This is an optimization exercise on Yosys and OpenROAD, whose aim is small area, a short achievable clock period and few clock cycles, not a production implementation. No activity file was given, so power comes from the tool's default toggle rates.

## sw_link_core
module sw_link_core (
    input  wire         clk,
    input  wire         rst,             
    input  wire [7:0]   cfg_self_addr,   
    input  wire [7:0]   cfg_peer_addr,   
    input  wire [6:0]   prog_len,        
    output wire [5:0]   prog_addr,       
    input  wire [7:0]   prog_data,       
    output wire         call_valid,
    output wire [3:0]   call_op,
    output wire [3:0]   call_len,
    output wire [111:0] call_data,
    input  wire         call_ready,
    input  wire         resp_ok,
    input  wire [1:0]   resp_mode,
    input  wire [3:0]   resp_len,
    input  wire [111:0] resp_data,
    input  wire         irq_rx,          
    input  wire         host_req,        
    input  wire [23:0]  host_slots,
    output wire [5:0]   err,
    output wire [1:0]   rej_reason,
    output wire [1:0]   lsm_state,
    output wire [5:0]   ord_code,
    output wire         halted
);
clock: 5.0 ns
lec_check: 0
abc_area: 1
cap_margin: 20
core_margin: 2
core_utilization: 35
cts_cluster_diameter: 150
cts_cluster_size: 25
setup_slack_margin: 2.8
slew_margin: 20
standard.sh (not shown) runs the stock make flow with config.mk's settings and CLKGATE_MAP_FILE= SYNTH_SCRIPT=/design/flow/synth_recipe.tcl, a recipe that flattens the netlist after the stock synthesis.
==> flow/flow/run.sh <==
#!/bin/bash
# Standard layout, with the port buffers made of the smallest buffer cell.
set -euo pipefail
export BUFFER_PORTS_ARGS="-buffer_cell sky130_fd_sc_hd__buf_1"
bash standard.sh > standard_flow.log 2>&1
Change:
--- a/flow/design.v
+++ b/flow/design.v
@@ -175,60 +175,73 @@
             2'd2: skip_no = ~res_valid_d;
             default: skip_no = ~ord_ok_d;
         endcase
     end
     wire [5:0]  pc_inc  = pc + 6'd1;
     wire [5:0]  pc_skip = pc + 6'd1 + {2'b00, w[3:0]};
     reg         j_v;
-    reg  [5:0]  j_at, j_to;
+    reg  [5:0]  j_key, j_to;
     reg         p_seq;           
     reg         mg;              
+    reg         sr_v;
+    reg  [5:0]  sr_at;
+    reg  [5:0]  prev_pc;         
+    reg         p_tsk;           
     reg         d_v;
-    reg  [5:0]  d_key, d_to;     
+    reg  [5:0]  d_key;           
+    reg  [5:0]  d_to, d_fall;    
     reg         d_val;           
     reg         p_dec;           
     reg         d_isv;           
-    wire        w_jmp   = (w[7:6] == 2'b11);
-    wire        w_skip  = (w[7:6] == 2'b10) & skip_no;
-    wire [5:0]  pc_raw  = ~w_ctl ? pc_inc : w_jmp ? w[5:0] : w_skip ? pc_skip : pc_inc;
-    wire        redir   = j_v & (~w_ctl ? (pc_inc == j_at) :
-                                 w_jmp  ? (w[5:0] == j_at) :
-                                 w_skip ? (pc_skip == j_at) : (pc_inc == j_at));
+    wire        j_hit   = j_v & (j_key == pc);
+    wire        w_tsk   = (w[7:6] == 2'b10) & skip_no;
+    wire        sr_hit  = sr_v & (sr_at == pc) & skip_no;
     wire        d_hit   = d_v & (d_key == pc);
     wire        d_ok    = d_val ? rx_vok_d : rx_ook_d;
-    wire [5:0]  pc_inc2 = pc + 6'd2;
-    wire [5:0]  pc_nxt  = redir ? j_to : (~w_ctl & d_hit) ? (d_ok ? pc_inc2 : d_to) : pc_raw;
+    wire [5:0]  pc_nxt  = ~w_ctl            ? (j_hit ? j_to : d_hit ? (d_ok ? d_fall : d_to) : pc_inc) :
+                          (w[7:6] == 2'b11) ? w[5:0]  :
+                          w_tsk             ? (sr_hit ? j_to : pc_skip) : pc_inc;
     wire        w_static = (w[7:6] == 2'b11) | (w[7:1] == 7'd0);
     wire [5:0]  w_succ   = w[7] ? w[5:0] : pc_inc;
     wire        take     = adv & ~halt_r;
     always @(posedge clk) begin
         if (rst) begin
             j_v   <= 1'b0;
             mg    <= 1'b0;
             p_seq <= 1'b0;
+            sr_v  <= 1'b0;
+            p_tsk <= 1'b0;
             d_v   <= 1'b0;
             p_dec <= 1'b0;
         end else if (take) begin
-            mg    <= redir;
-            p_seq <= ~w_ctl & ~redir;
-            p_dec <= (w[7:1] == 7'b0001001) & ~redir & ~d_hit;
+            p_dec <= (w[7:1] == 7'b0001001) & ~j_hit & ~d_hit;
+            d_isv <= (w == 8'h12);
             if (p_dec && w[7:4] == 4'hA) begin
-                d_v   <= 1'b1;
-                d_key <= pc - 6'd1;
-                d_to  <= pc_skip;
-                d_val <= d_isv;
+                d_v    <= 1'b1;
+                d_key  <= pc - 6'd1;
+                d_to   <= pc_skip;
+                d_fall <= pc_inc;
+                d_val  <= d_isv;
             end
-            d_isv <= (w == 8'h12);
+            mg      <= (~w_ctl & j_hit) | (w_tsk & sr_hit);
+            p_seq   <= ~w_ctl & ~j_hit & ~d_hit;
+            p_tsk   <= w_tsk & ~sr_hit;
+            prev_pc <= pc;
             if (w_static && (mg || p_seq)) j_v <= 1'b1;
+            if (w_static && p_seq && !mg) sr_v <= 1'b0;
+            else if (w_static && p_tsk && j_v && j_key == pc - 6'd1) begin
+                sr_v  <= 1'b1;
+                sr_at <= prev_pc;
+            end
         end
     end
     always @(posedge clk) begin
         if (!halt_r && w_static && (mg || p_seq)) begin
             j_to <= w_succ;
-            if (!mg) j_at <= pc;
+            if (!mg) j_key <= pc - 6'd1;
         end
     end
     reg         w_call;
     reg [3:0]   w_op;
     always @(*) begin
         w_call = 1'b1;
         case (w[5:0])
Area after synthesis goes up by a few percent.
Hold slack is worse by 23 ps.
Worst setup slack is better by 610 ps.
Total power goes up by a few percent.
Final area goes up by a few percent.
Count of clock-buffer cells in the layout goes up by 4.
Synthesized cell count stays flat.
Maximum frequency goes up by a quarter to a third.
Non-clock buffer count goes up by 41.
Sequential power goes up by a few percent.
Global-route usage barely changes.
Die area goes up by a few percent.
No run of this note included a check of the RTL's function; only the layout flow was run.

-- port drivers added, routing unchanged --
The results above use ideal ports. As a check the final layouts listed here were re-extracted and re-timed, cells and wires unchanged.
Step 1, drivers: a clkbuf_16 drives clk and a buf_2 each remaining input, both assumed.
Step 2 moves the port delays by t, midway between the first and last clock arrival at a register: inputs arrive t later, outputs are due t later. That takes back most of the time a late clock gives input paths.
a / b / c = ideal ports / drivers / drivers and shift; a / b = the first two.
run | shift t [ns] | slack for setup (ns) | slew at the worst register clock pin (ns)
the first run | 0.639 | 2.172 / 2.172 / 1.575 | 0.11 / 0.11
the second run | 0.648 | 2.782 / 2.719 / 2.200 | 0.11 / 0.11
After both steps setup and hold are still met in every run listed. For the first run, which loses most, drivers alone change the setup slack by 0.000 ns; drivers and shift together by -0.597 ns.
